Context: an optimization exercise on an open-source flow, tuned for small area, a short achievable clock period and few clock cycles per item. The choices shown serve that exercise and are no tape-out recipe. In this exercise RTL edits were held to simulation tests only and were not proved equivalent to the original. No activity file was given, so power comes from the tool's default toggle rates.

$ cat design.v
module sentdec_channel #(
    parameter SLOT_COUNT = 16
) (
    input  wire                    clk,
    input  wire                    rst,
    input  wire                    edge_en,
    input  wire [15:0]             t,
    input  wire [22:0]             q,
    output reg  [3:0]              st,
    output reg  [15:0]             cal,
    output reg  [3:0]              com_status,
    output reg  [11:0]             com_sig1,
    output reg  [11:0]             com_sig2,
    output reg  [31:0]             raw_snap,
    output reg  [31:0]             short_err,
    output reg  [31:0]             long_err,
    output reg  [31:0]             crc_err,
    output reg  [31:0]             sync_err,
    output reg  [31:0]             sync_cnt,
    output reg  [31:0]             frame_cnt,
    output reg  [SLOT_COUNT-1:0]   slow_flags,
    output reg  [4*SLOT_COUNT-1:0] slot_id,     
    output reg  [4*SLOT_COUNT-1:0] slot_data    
);
  localparam [3:0] ST_INIT   = 4'd0;
  localparam [3:0] ST_SYNC   = 4'd1;
  localparam [3:0] ST_STATUS = 4'd2;
  localparam [3:0] ST_CRC    = 4'd9;
  localparam [15:0] SYNC_MIN = 16'd135;
  localparam [15:0] SYNC_MAX = 16'd201;
  localparam [3:0]  CRC_SEED = 4'h5;
  function [3:0] crc_tab;
    input [3:0] c;
    begin
      case (c)
        4'd0:  crc_tab = 4'd0;
        4'd1:  crc_tab = 4'd13;
        4'd2:  crc_tab = 4'd7;
        4'd3:  crc_tab = 4'd10;
        4'd4:  crc_tab = 4'd14;
        4'd5:  crc_tab = 4'd3;
        4'd6:  crc_tab = 4'd9;
        4'd7:  crc_tab = 4'd4;
        4'd8:  crc_tab = 4'd1;
        4'd9:  crc_tab = 4'd12;
        4'd10: crc_tab = 4'd6;
        4'd11: crc_tab = 4'd11;
        4'd12: crc_tab = 4'd15;
        4'd13: crc_tab = 4'd2;
        4'd14: crc_tab = 4'd8;
        default: crc_tab = 4'd5;
      endcase
    end
  endfunction
  function [31:0] sat_inc;
    input [31:0] v;
    begin
      sat_inc = (v == 32'hFFFF_FFFF) ? v : v + 32'd1;
    end
  endfunction
  reg [27:0] nb;         
  reg [3:0]  crc;
  reg [8:0]  slow_sr;
  reg [3:0]  slow_cnt;
  reg [3:0]  slot_next;
  wire        in_window  = (t >= SYNC_MIN) && (t <= SYNC_MAX);
  wire [15:0] sync_diff  = (t > cal) ? (t - cal) : (cal - t);
  wire        in_band    = ({sync_diff, 6'd0} <= {6'd0, cal});    
  wire        is_short   = (q < 23'd12);
  wire        is_long    = (q > 23'd27);
  wire [3:0]  nib        = q[3:0] - 4'd12;                          
  wire [3:0]  k          = st - ST_STATUS;
  wire        slow_b     = nb[24];
  wire [8:0]  slow_m     = {slow_sr[7:0], slow_b};
  wire        slow_done  = (slow_cnt == 4'd8);
  wire        parity_ok  = ~(^slow_m);
  wire [3:0]  msg_id     = slow_m[8:5];
  wire [3:0]  msg_data   = slow_m[4:1];
  reg         id_hit;
  reg  [3:0]  hit_slot;
  integer     i;
  always @(*) begin
    id_hit   = 1'b0;
    hit_slot = 4'd0;
    for (i = SLOT_COUNT - 1; i >= 0; i = i - 1) begin
      if (slow_flags[i] && (slot_id[4*i +: 4] == msg_id)) begin
        id_hit   = 1'b1;
        hit_slot = i[3:0];
      end
    end
  end
  wire [3:0] pub_slot = id_hit ? hit_slot : slot_next;
  always @(posedge clk) begin
    if (rst) begin
      st         <= ST_INIT;
      cal        <= 16'd0;
      nb         <= 28'd0;
      crc        <= 4'd0;
      com_status <= 4'd0;
      com_sig1   <= 12'd0;
      com_sig2   <= 12'd0;
      raw_snap   <= 32'd0;
      short_err  <= 32'd0;
      long_err   <= 32'd0;
      crc_err    <= 32'd0;
      sync_err   <= 32'd0;
      sync_cnt   <= 32'd0;
      frame_cnt  <= 32'd0;
      slow_sr    <= 9'd0;
      slow_cnt   <= 4'd0;
      slow_flags <= {SLOT_COUNT{1'b0}};
      slot_id    <= {4*SLOT_COUNT{1'b0}};
      slot_data  <= {4*SLOT_COUNT{1'b0}};
      slot_next  <= 4'd0;
    end else if (edge_en) begin
      if (st == ST_INIT || st == ST_SYNC) begin
        if ((st == ST_INIT) ? in_window : in_band) begin
          cal      <= t;
          sync_cnt <= sat_inc(sync_cnt);
          crc      <= CRC_SEED;
          nb       <= 28'd0;
          st       <= ST_STATUS;
        end else begin
          sync_err <= sat_inc(sync_err);
          slow_sr  <= 9'd0;
          slow_cnt <= 4'd0;
        end
      end else if (is_short) begin
        short_err <= sat_inc(short_err);
        st        <= ST_SYNC;
        slow_sr   <= 9'd0;
        slow_cnt  <= 4'd0;
      end else if (is_long) begin
        long_err <= sat_inc(long_err);
        st       <= ST_SYNC;
        slow_sr  <= 9'd0;
        slow_cnt <= 4'd0;
      end else if (st != ST_CRC) begin
        nb[4*(6-k) +: 4] <= nib;
        crc              <= crc_tab(crc) ^ nib;
        st               <= st + 4'd1;
      end else begin
        raw_snap <= {nb, nib};
        st       <= ST_SYNC;
        if (nib == crc) begin
          com_status <= nb[27:24];
          com_sig1   <= nb[23:12];
          com_sig2   <= nb[11:0];
          frame_cnt  <= sat_inc(frame_cnt);
          if (slow_done) begin
            if (parity_ok) begin
              slot_data[4*pub_slot +: 4] <= msg_data;
              slot_id[4*pub_slot +: 4]   <= msg_id;
              slow_flags[pub_slot]       <= 1'b1;
              if (!id_hit)
                slot_next <= slot_next + 4'd1;
            end
            slow_sr  <= 9'd0;
            slow_cnt <= 4'd0;
          end else begin
            slow_sr  <= slow_m;
            slow_cnt <= slow_cnt + 4'd1;
          end
        end else begin
          crc_err  <= sat_inc(crc_err);
          slow_sr  <= 9'd0;
          slow_cnt <= 4'd0;
        end
      end
    end
  end
endmodule
module sentdec (
    input  wire        clk,
    input  wire        rst,
    input  wire        cmd_valid,
    output wire        cmd_ready,
    input  wire [31:0] cmd_word,
    output reg         rsp_valid,
    output reg  [31:0] rsp_data
);
  localparam CH_MAX     = 2;
  localparam SLOT_COUNT = 16;
  localparam [15:0] OPEN_THROTTLE   = 16'd435;
  localparam [15:0] CLOSED_THROTTLE = 16'd3665;
  localparam [15:0] THROTTLE_PREC   = 16'd1;
  localparam [7:0] OP_INIT             = 8'h01;
  localparam [7:0] OP_EDGE             = 8'h02;
  localparam [7:0] OP_GET_DATA         = 8'h10;
  localparam [7:0] OP_GET_FRAME        = 8'h11;
  localparam [7:0] OP_GET_SHORT_ERR    = 8'h20;
  localparam [7:0] OP_GET_LONG_ERR     = 8'h21;
  localparam [7:0] OP_GET_CRC_ERR      = 8'h22;
  localparam [7:0] OP_GET_SYNC_ERR     = 8'h23;
  localparam [7:0] OP_GET_SYNC_CNT     = 8'h24;
  localparam [7:0] OP_GET_FRAME_CNT    = 8'h25;
  localparam [7:0] OP_GET_ERR_PERCENT  = 8'h26;
  localparam [7:0] OP_GET_TICK_TIME_NS = 8'h27;
  localparam [7:0] OP_GET_RAW_NIBBLES  = 8'h28;
  localparam [7:0] OP_IS_RAW_DATA      = 8'h30;
  localparam [7:0] OP_SET_RAW          = 8'h31;
  localparam [7:0] OP_RESET_RAW        = 8'h32;
  localparam [7:0] OP_GET_OPEN_THR     = 8'h38;
  localparam [7:0] OP_GET_CLOSED_THR   = 8'h39;
  localparam [7:0] OP_GET_THR_PREC     = 8'h3A;
  localparam [7:0] OP_GET_SLOW_FLAGS   = 8'h40;
  localparam [7:0] OP_GET_SLOW_MSG     = 8'h41;
  localparam [7:0] OP_GET_SLOW_MSG_ID  = 8'h42;
  localparam [3:0] ST_INIT = 4'd0;
  localparam [3:0] ST_SYNC = 4'd1;
  localparam [1:0] S_IDLE = 2'd0;    
  localparam [1:0] S_EXEC = 2'd1;    
  localparam [1:0] S_DIV  = 2'd2;    
  localparam [1:0] S_FIN  = 2'd3;    
  reg [1:0]  fsm;
  reg [7:0]  op;
  reg [7:0]  ch;
  reg [15:0] arg;
  reg        initialized;
  reg        raw_mode;
  assign cmd_ready = (fsm == S_IDLE);
  wire                     ch_ok = (ch < CH_MAX);
  wire                     c     = ch[0];
  wire [CH_MAX-1:0]        edge_en;
  wire [CH_MAX*4-1:0] c_st;
  wire [CH_MAX*16-1:0] c_cal;
  wire [CH_MAX*4-1:0] c_com_status;
  wire [CH_MAX*12-1:0] c_com_sig1;
  wire [CH_MAX*12-1:0] c_com_sig2;
  wire [CH_MAX*32-1:0] c_raw_snap;
  wire [CH_MAX*32-1:0] c_short_err;
  wire [CH_MAX*32-1:0] c_long_err;
  wire [CH_MAX*32-1:0] c_crc_err;
  wire [CH_MAX*32-1:0] c_sync_err;
  wire [CH_MAX*32-1:0] c_sync_cnt;
  wire [CH_MAX*32-1:0] c_frame_cnt;
  wire [CH_MAX*SLOT_COUNT-1:0] c_slow_flags;
  wire [CH_MAX*4*SLOT_COUNT-1:0] c_slot_id;
  wire [CH_MAX*4*SLOT_COUNT-1:0] c_slot_data;
  reg  [40:0] div_quo;
  genvar g;
  generate
    for (g = 0; g < CH_MAX; g = g + 1) begin : chan
      sentdec_channel #(.SLOT_COUNT(SLOT_COUNT)) u_ch (
          .clk        (clk),
          .rst        (rst),
          .edge_en    (edge_en[g]),
          .t          (arg),
          .q          (div_quo[22:0]),
          .st         (c_st[4*g +: 4]),
          .cal        (c_cal[16*g +: 16]),
          .com_status (c_com_status[4*g +: 4]),
          .com_sig1   (c_com_sig1[12*g +: 12]),
          .com_sig2   (c_com_sig2[12*g +: 12]),
          .raw_snap   (c_raw_snap[32*g +: 32]),
          .short_err  (c_short_err[32*g +: 32]),
          .long_err   (c_long_err[32*g +: 32]),
          .crc_err    (c_crc_err[32*g +: 32]),
          .sync_err   (c_sync_err[32*g +: 32]),
          .sync_cnt   (c_sync_cnt[32*g +: 32]),
          .frame_cnt  (c_frame_cnt[32*g +: 32]),
          .slow_flags (c_slow_flags[SLOT_COUNT*g +: SLOT_COUNT]),
          .slot_id    (c_slot_id[4*SLOT_COUNT*g +: 4*SLOT_COUNT]),
          .slot_data  (c_slot_data[4*SLOT_COUNT*g +: 4*SLOT_COUNT])
      );
    end
  endgenerate
  wire edge_live  = (op == OP_EDGE) && initialized && ch_ok;
  wire edge_sync  = (c_st[4*c +: 4] == ST_INIT) || (c_st[4*c +: 4] == ST_SYNC);
  assign edge_en[0] = edge_live && (c == 1'b0) &&
                      (((fsm == S_EXEC) && edge_sync) || (fsm == S_FIN));
  assign edge_en[1] = edge_live && (c == 1'b1) &&
                      (((fsm == S_EXEC) && edge_sync) || (fsm == S_FIN));
  reg  [40:0] div_dvd;      
  reg  [31:0] div_dsr;      
  reg  [32:0] div_rem;      
  reg  [5:0]  div_cnt;      
  wire [33:0] div_shift = {div_rem, div_dvd[40]};
  wire        div_ge    = (div_shift >= {2'b00, div_dsr});
  wire [33:0] div_sub   = div_shift - {2'b00, div_dsr};
  wire [15:0] S         = c_cal[16*c +: 16];
  wire [22:0] cls_num   = 23'd112 * arg + S;                 
  wire [16:0] cls_den   = {S, 1'b0};                         
  wire [33:0] err_sum   = c_short_err[32*c +: 32] + c_long_err[32*c +: 32] + c_crc_err[32*c +: 32] + c_sync_err[32*c +: 32];
  wire [40:0] err_num   = err_sum * 7'd100;
  wire [31:0] err_den   = (c_frame_cnt[32*c +: 32] == 32'd0) ? 32'd1 : c_frame_cnt[32*c +: 32];
  wire [22:0] tick_num  = S * 7'd125;                        
  wire [31:0] err_pct   = (div_quo[40:32] != 9'd0) ? 32'hFFFF_FFFF : div_quo[31:0];
  wire [15:0] interp    = {c_com_status[4*c +: 4], c_com_sig1[12*c +: 12]};    
  reg  [31:0] read_val;
  always @(*) begin
    read_val = 32'd0;
    case (op)
      OP_GET_DATA:         if (ch_ok) read_val = raw_mode ? {20'd0, c_com_sig1[12*c +: 12]} : {16'd0, interp};
      OP_GET_FRAME:        if (ch_ok) read_val = {4'd0, c_com_status[4*c +: 4], c_com_sig1[12*c +: 12], c_com_sig2[12*c +: 12]};
      OP_GET_SHORT_ERR:    if (ch_ok) read_val = c_short_err[32*c +: 32];
      OP_GET_LONG_ERR:     if (ch_ok) read_val = c_long_err[32*c +: 32];
      OP_GET_CRC_ERR:      if (ch_ok) read_val = c_crc_err[32*c +: 32];
      OP_GET_SYNC_ERR:     if (ch_ok) read_val = c_sync_err[32*c +: 32];
      OP_GET_SYNC_CNT:     if (ch_ok) read_val = c_sync_cnt[32*c +: 32];
      OP_GET_FRAME_CNT:    if (ch_ok) read_val = c_frame_cnt[32*c +: 32];
      OP_GET_RAW_NIBBLES:  if (ch_ok) read_val = c_raw_snap[32*c +: 32];
      OP_IS_RAW_DATA:      read_val = {31'd0, raw_mode};
      OP_GET_OPEN_THR:     read_val = {16'd0, OPEN_THROTTLE};
      OP_GET_CLOSED_THR:   read_val = {16'd0, CLOSED_THROTTLE};
      OP_GET_THR_PREC:     read_val = {16'd0, THROTTLE_PREC};
      OP_GET_SLOW_FLAGS:   if (ch_ok) read_val = {16'd0, c_slow_flags[SLOT_COUNT*c +: SLOT_COUNT]};
      OP_GET_SLOW_MSG:     if (ch_ok && arg < SLOT_COUNT) read_val = {28'd0, c_slot_data[4*SLOT_COUNT*c + 4*arg[3:0] +: 4]};
      OP_GET_SLOW_MSG_ID:  if (ch_ok && arg < SLOT_COUNT) read_val = {28'd0, c_slot_id[4*SLOT_COUNT*c + 4*arg[3:0] +: 4]};
      default:             read_val = 32'd0;
    endcase
  end
  always @(posedge clk) begin
    if (rst) begin
      fsm         <= S_IDLE;
      op          <= 8'd0;
      ch          <= 8'd0;
      arg         <= 16'd0;
      initialized <= 1'b0;
      raw_mode    <= 1'b0;
      rsp_valid   <= 1'b0;
      rsp_data    <= 32'd0;
      div_dvd     <= 41'd0;
      div_dsr     <= 32'd0;
      div_rem     <= 33'd0;
      div_quo     <= 41'd0;
      div_cnt     <= 6'd0;
    end else begin
      rsp_valid <= 1'b0;
      case (fsm)
        S_IDLE: begin
          if (cmd_valid) begin
            op  <= cmd_word[31:24];
            ch  <= cmd_word[23:16];
            arg <= cmd_word[15:0];
            fsm <= S_EXEC;
          end
        end
        S_EXEC: begin
          div_rem <= 33'd0;
          div_quo <= 41'd0;
          if (op == OP_EDGE && edge_live && !edge_sync) begin
            div_dvd <= {cls_num, 18'd0};
            div_dsr <= {15'd0, cls_den};
            div_cnt <= 6'd23;
            fsm     <= S_DIV;
          end else if (op == OP_GET_ERR_PERCENT && ch_ok) begin
            div_dvd <= err_num;
            div_dsr <= err_den;
            div_cnt <= 6'd41;
            fsm     <= S_DIV;
          end else if (op == OP_GET_TICK_TIME_NS && ch_ok) begin
            div_dvd <= {tick_num, 18'd0};
            div_dsr <= 32'd7;
            div_cnt <= 6'd23;
            fsm     <= S_DIV;
          end else begin
            case (op)
              OP_INIT:      initialized <= 1'b1;
              OP_SET_RAW:   if (initialized) raw_mode <= 1'b1;
              OP_RESET_RAW: if (initialized) raw_mode <= 1'b0;
              default: ;
            endcase
            rsp_valid <= 1'b1;
            rsp_data  <= read_val;
            fsm       <= S_IDLE;
          end
        end
        S_DIV: begin
          div_rem <= div_ge ? div_sub[32:0] : div_shift[32:0];
          div_quo <= {div_quo[39:0], div_ge};
          div_dvd <= {div_dvd[39:0], 1'b0};
          div_cnt <= div_cnt - 6'd1;
          if (div_cnt == 6'd1)
            fsm <= S_FIN;
        end
        S_FIN: begin
          rsp_valid <= 1'b1;
          if (op == OP_GET_ERR_PERCENT)
            rsp_data <= err_pct;
          else if (op == OP_GET_TICK_TIME_NS)
            rsp_data <= div_quo[31:0];
          else
            rsp_data <= 32'd0;
          fsm <= S_IDLE;
        end
      endcase
    end
  end
endmodule
$ cat run.sh
#!/bin/bash
# synth_recipe.tcl (not shown) runs the flow's synth.tcl, then flattens the netlist and writes it again
# the make line also repeats each setting of config.mk as NAME=value (left out here)
make -C /OpenROAD-flow-scripts/flow DESIGN_CONFIG=/design/flow/config.mk WORK_HOME=/design/flow/orfs CLKGATE_MAP_FILE= SYNTH_SCRIPT=/design/flow/synth_recipe.tcl finish
$ cat config.mk
export PLATFORM = sky130hd
export DESIGN_NAME = sentdec
export DESIGN_NICKNAME = sentdec
export VERILOG_FILES = /design/flow/design.v
export SDC_FILE = /design/flow/constraint.sdc
export NUM_CORES = 4
export LEC_CHECK = 0
export CAP_MARGIN = 20
export CORE_MARGIN = 2
export CORE_UTILIZATION = 40
export PLACE_DENSITY = 0.6
export SLEW_MARGIN = 20
$ cat constraint.sdc
create_clock -name core_clock -period 10.0 [get_ports {clk}]
set_input_delay 2.0000 -clock core_clock [delete_from_list [all_inputs] [get_ports {clk}]]
set_output_delay 2.0000 -clock core_clock [all_outputs]
set_load 0.01 [all_outputs]
==> results.txt <==
Yosys:
- The number of unique standard cell types used by synthesis is 105.
- Averaged over all synthesized cells, the footprint is 8.32 sq um.
- By area the synthesized netlist is led by dfxtp_1, ha_1, nand2_1, a21oi_1, nor2_1.
- Yosys printed 2 warnings.
- After synthesis the netlist holds a flip-flop and latch count of 1,156.
- The largest family of logic cells by synthesized area is simple AND/OR/NAND/NOR gates.
- The number of enable flip-flop cells after synthesis is 0.
- The synthesized cell area is 72,500 sq um.
- The share of synthesized flip-flops with an asynchronous set or reset is 0%.
- The synthesized netlist devotes ~20% of its cell area to simple gates.
- The part of the Yosys area used for sequential elements is a little under a third.
- The adder and majority gate portion of the synthesized area is between 10% and 20%.
- The fraction of synthesized cell area in xor and xnor cells is approximately 7.8%.
- In the synthesized netlist the dominant register cell turns out to be dfxtp_1.
- The synthesized-area fraction occupied by ao, oa, aoi and oai cells is roughly 15%.
- The synthesized instance count is 8,713.
- Of the post-synthesis cell area, the dominant cell type holds about a third.
- The post-synthesis net count is between 9,000 and 10,000.
- Measured against the total synthesized area, the mux share comes to under 10%.
- The cell accounting for the most synthesized area is dfxtp_1.

Floorplan:
- The floorplan has about 160 rows.
- In this run the vertical extent of the chip is ~430 um.
- Pin placement for this block handled between 60 and 70 I/O pins.
- The starting utilization of the core area is between 40 and 50%.
- The floorplan step set the die width to 430 um.
- The die covers around 180,000 sq um.
- The core area is about 180,000 sq um.

Layout:
- The library cell used most frequently in the layout, excluding fill and tap cells, is dfxtp_1.
- The share of cells above drive strength 1 is 7.61%.
- The number of inserted filler cells in the final layout is about 18,000.
- The number of nets in the final layout is slightly above 9,000.
- In the layout the commonest cells are dfxtp_1, nand2_1, nor2_1, a21oi_1, inv_1.
- After routing the design area is ~80,000 sq um.
- From synthesis to final layout, the design area changed by 10.5%.

Status:
- The run finished with no timing, DRC or antenna violations.

Route:
- The number of optimization iterations in the first detailed-route pass is 13.
- After detailed routing, the average wire length per cell comes to about 22 um.
- The final route contains between 60,000 and 70,000 vias.
- The routed design has about 250,000 um of wire.
- The count of nets left with antenna violations once routing finished came out at 0.
- After the first detailed-routing iteration, the DRC count stood at 5,752.
- In the routed design, unresolved DRC markers number 0.
- In the routed layout, each cell is associated on average with a via count of ~5.7.

Placement:
- In this run the cell area measured after placement is 75,400 sq um.
- Port buffering added about 70 buffers.
- The congestion estimate from routability-driven global placement came to between 0.9 and 1.
- Detailed placement ended at an HPWL of 189,000 um.

Global route:
- The via count of the first global-routing pass came to between 60,000 and 70,000.
- The first-pass GRT wire length is around 370,000 um.
- The initial antenna violation count is 10.
- The global-route total usage across every layer is 26.3%.
- Entering global routing, the biggest net connects between 200 and 250 pins.
- After global routing the overflow that remains totals 0.

Worst hold path:
- The hold path depth is 2.
- The tightest min-delay check is of the flop to flop type.
- The origin of the worst min-delay path is chan[0].u_ch.slot_data[59]$_SDFFE_PP0P_.
- The endpoint of the worst hold path is chan[0].u_ch.slot_data[59]$_SDFFE_PP0P_.

Timing:
- The shortest period the worst path allows is 9.12 ns.
- The count of endpoints failing setup in the final report is 0.
- The max-slew violation count was 0.
- The worst setup skew after layout is approximately 0.062 ns.
- Setup repair after global routing left no endpoint under its margin.
- At the pin with the least slew margin, the transition time is around 1.2 ns.
- The count of endpoints failing hold in the final timing report is 0.
- Hold is met by between 0.4 and 0.5 ns.
- The maximum frequency from static timing analysis is 110 MHz.
- The final critical path takes up approximately nine tenths of the cycle.
- Measured against its own limit, the worst slew margin works out to between 20% and 30%.
- After routing, the total negative slack on setup checks comes to 0 ns.

Setup path:
- The nature of the critical path endpoint is a flop.
- Data on the critical path arrives at its endpoint at between 9 and 10 ns.
- The worst reg-to-reg setup slack is around 0.88 ns.
- The biggest fanout along the worst timing path is ~50.
- Measured in cells, the most critical reg-to-reg path has a length of 26.
- The required arrival time at the worst endpoint is 10.74 ns.
- The startpoint identified for the worst register-to-register timing path is ch[0]$_SDFFE_PP0P_.
- The family of cells with the greatest summed delay on the critical path is compound AO/OA/AOI/OAI gates.
- Counting both buffers and inverters, the worst setup path holds a total of 4.
- Among the stages of the critical path, the cell type that occurs most often is ha_1.
- The critical-path cell with the highest stage delay is dfxtp_4.
- The startpoint-to-endpoint class of the critical path is flop to flop.
- The stage delay of the slowest cell on the critical path is between 0.6 and 0.7 ns.
- The type of origin of the critical path is a flop.
- The worst register-to-register path ends at div_dvd[40]$_SDFFE_PP0P_.

Power:
- The worst-case vdd ir drop is between 0.1 and 0.15 mV.
- The overall power of the completed layout is between 10 and 15 mW.
- The static leakage is between 30 and 40 nW.
- The power density over the cells is around 140 nW/um^2.

Clocking:
- The clock-pin slew on the worst setup and hold paths is about 0.060 ns.
- In this run the deepest clock path goes through 3 buffers.
- After clock tree synthesis, the setup repair step added 0 buffers.
- The tree built by TritonCTS fans out to approximately 1,200 sinks.
- The cts-stage hold buffer count is 0.
- The tree is rooted in a clkbuf_16.
- The number of levels the H-tree was split into is 4.
- For the worst-skew pair, the clock arrives at the later sink with an insertion delay of around 0.84 ns.
- TritonCTS built the clock tree.
- In this run, post-CTS repair resized a total of 0 instances.
- Clock tree synthesis inserted a total of between 100 and 150 buffers.

Job:
- The max-cap check violation count is 0.
-- stage by stage --
stage / std cells / util, % / setup slack [ns]
after floorplan: 8713 / - / 0.877
after global placement: 10800 / 41.8 / 1.17
after detailed placement: 10800 / 41.8 / 1.20
after CTS: 11000 / 44.4 / 1.17
after global routing: 11000 / 44.4 / 0.356
final: 11000 / 44.4 / 0.880
-- cells by family after synthesis --
group / Yosys count
AND/OR/NAND/NOR: 3186
AO/OA/AOI/OAI: 1791
flip-flops: 1156
buffers and inverters: 872
XOR/XNOR: 642
adder cells (fa/ha/maj): 577
multiplexers: 489
-- Yosys cell counts, types with 169 or more instances --
cell / number
dfxtp_1: 1156
nand2_1: 1036
nor2_1: 951
a21oi_1: 735
ha_1: 408
inv_1: 407
clkbuf_1: 365
xor2_1: 364
o21ai_0: 351
mux2i_1: 288
xnor2_1: 278
nand3_1: 266
nor3_1: 174
fa_1: 169
-- worst max-delay path by stage --
stage / start / end / slack (ns) / depth (start not counted)
global route: ch[0]$_SDFFE_PP0P_ / div_dvd[40]$_SDFFE_PP0P_ / 0.36 / 29
finish: ch[0]$_SDFFE_PP0P_ / div_dvd[40]$_SDFFE_PP0P_ / 0.88 / 26
detailed placement: ch[0]$_SDFFE_PP0P_ / div_dvd[37]$_SDFFE_PP0P_ / 1.20 / 32
global placement: ch[0]$_SDFFE_PP0P_ / div_dvd[40]$_SDFFE_PP0P_ / 1.17 / 32
CTS: ch[0]$_SDFFE_PP0P_ / div_dvd[37]$_SDFFE_PP0P_ / 1.17 / 32
floorplan: ch[0]$_SDFFE_PP0P_ / div_dvd[40]$_SDFFE_PP0P_ / 0.88 / 38
-- area by class of cell --
type / instances / area (sq um) / area share, %
repair buffers: 191 / 1660 / 2.07
clock buffers: 188 / 3900 / 4.87
clock inverters: 47 / 793 / 0.990
diodes: 1 / 2.50 / 0.00312
multi-input cells: 6685 / 46100 / 57.6
inverters: 410 / 1540 / 1.92
flip-flops and latches: 1156 / 23200 / 28.9
well taps: 2370 / 2970 / 3.70
-- where the power goes --
part / internal (mW) / switching (mW) / total [mW]
clock network: 3.01 / 2.21 / 5.21
registers: 4.65 / 0.0560 / 4.71
logic: 0.408 / 0.684 / 1.09
-- worst register-to-register path, stage by stage (launching register included) --
cell and delay, ns:
dfxtp_4 0.69, buf_4 0.62, buf_4 0.69, mux2_2 0.45
fa_1 0.53, ha_1 0.38, nand4_1 0.09, o21ai_0 0.59
a21oi_1 0.23, o21ai_0 0.19, a21oi_1 0.10, xnor2_1 0.38
ha_1 0.33, ha_1 0.28, inv_1 0.05, fa_1 0.53
inv_1 0.05, ha_1 0.24, nor3_1 0.17, o21ai_0 0.14
o31ai_1 0.69, o2111ai_1 0.30, a2111oi_0 0.67, o41ai_1 0.21
xor2_1 0.15, nand2_1 0.06, a211oi_1 0.21
-- flip-flops by register name (all words and copies together) (netlist names), 16 cells and up, named ones only --
name and flops:
chan.u_ch.slot_data 128, chan.u_ch.slot_id 128, chan.u_ch.crc_err 64, chan.u_ch.frame_cnt 64, chan.u_ch.long_err 64, chan.u_ch.raw_snap 64, chan.u_ch.short_err 64, chan.u_ch.sync_cnt 64
chan.u_ch.sync_err 64, chan.u_ch.nb 56, div_quo 41, div_dvd 39, div_rem 33, chan.u_ch.cal 32, chan.u_ch.slow_flags 32, div_dsr 32
rsp_data 32, chan.u_ch.com_sig1 24, chan.u_ch.com_sig2 24, arg 16, chan.u_ch.slow_sr 16
-- per-layer routing --
| layer | up-vias | track usage (%) | part of all wire, % |
|---|---|---|---|
| met4 | 6 | 11.0 | 4.3 |
| met1 | 30800 | 35.3 | 44 |
| met3 | 425 | 4.51 | 6.9 |
| met2 | 2021 | 41.6 | 45 |
| met5 | - | 0 | 0.016 |
| li1 | 30100 | - | - |
Testbench counts, summed over its fixed seeds: cycles 461,812, ops 24,000.

-- separate check: timing with driven ports --
How much do the figures lean on ideal ports? The routed layout below was timed once more, with nothing changed but the port constraints. Step 1 assumes that a clkbuf_16 drives the clock port and a buf_2 every other input. Step 2 times the ports against the registers' clock, not the clock port: input delays grow and output delays shrink by t, the midpoint of the rising clock arrivals with the driver on. Slacks: ideal / step 1 / step 2; pairs: ideal / step 1.
t (ns): 0.899
setup WS [ns]: 0.880 / 0.880 / 0.880
pins driven straight from the clock port: 1
After both steps setup and hold are still met in this run. For this run, drivers alone change the setup slack by 0.000 ns; drivers and shift together by 0.000 ns.
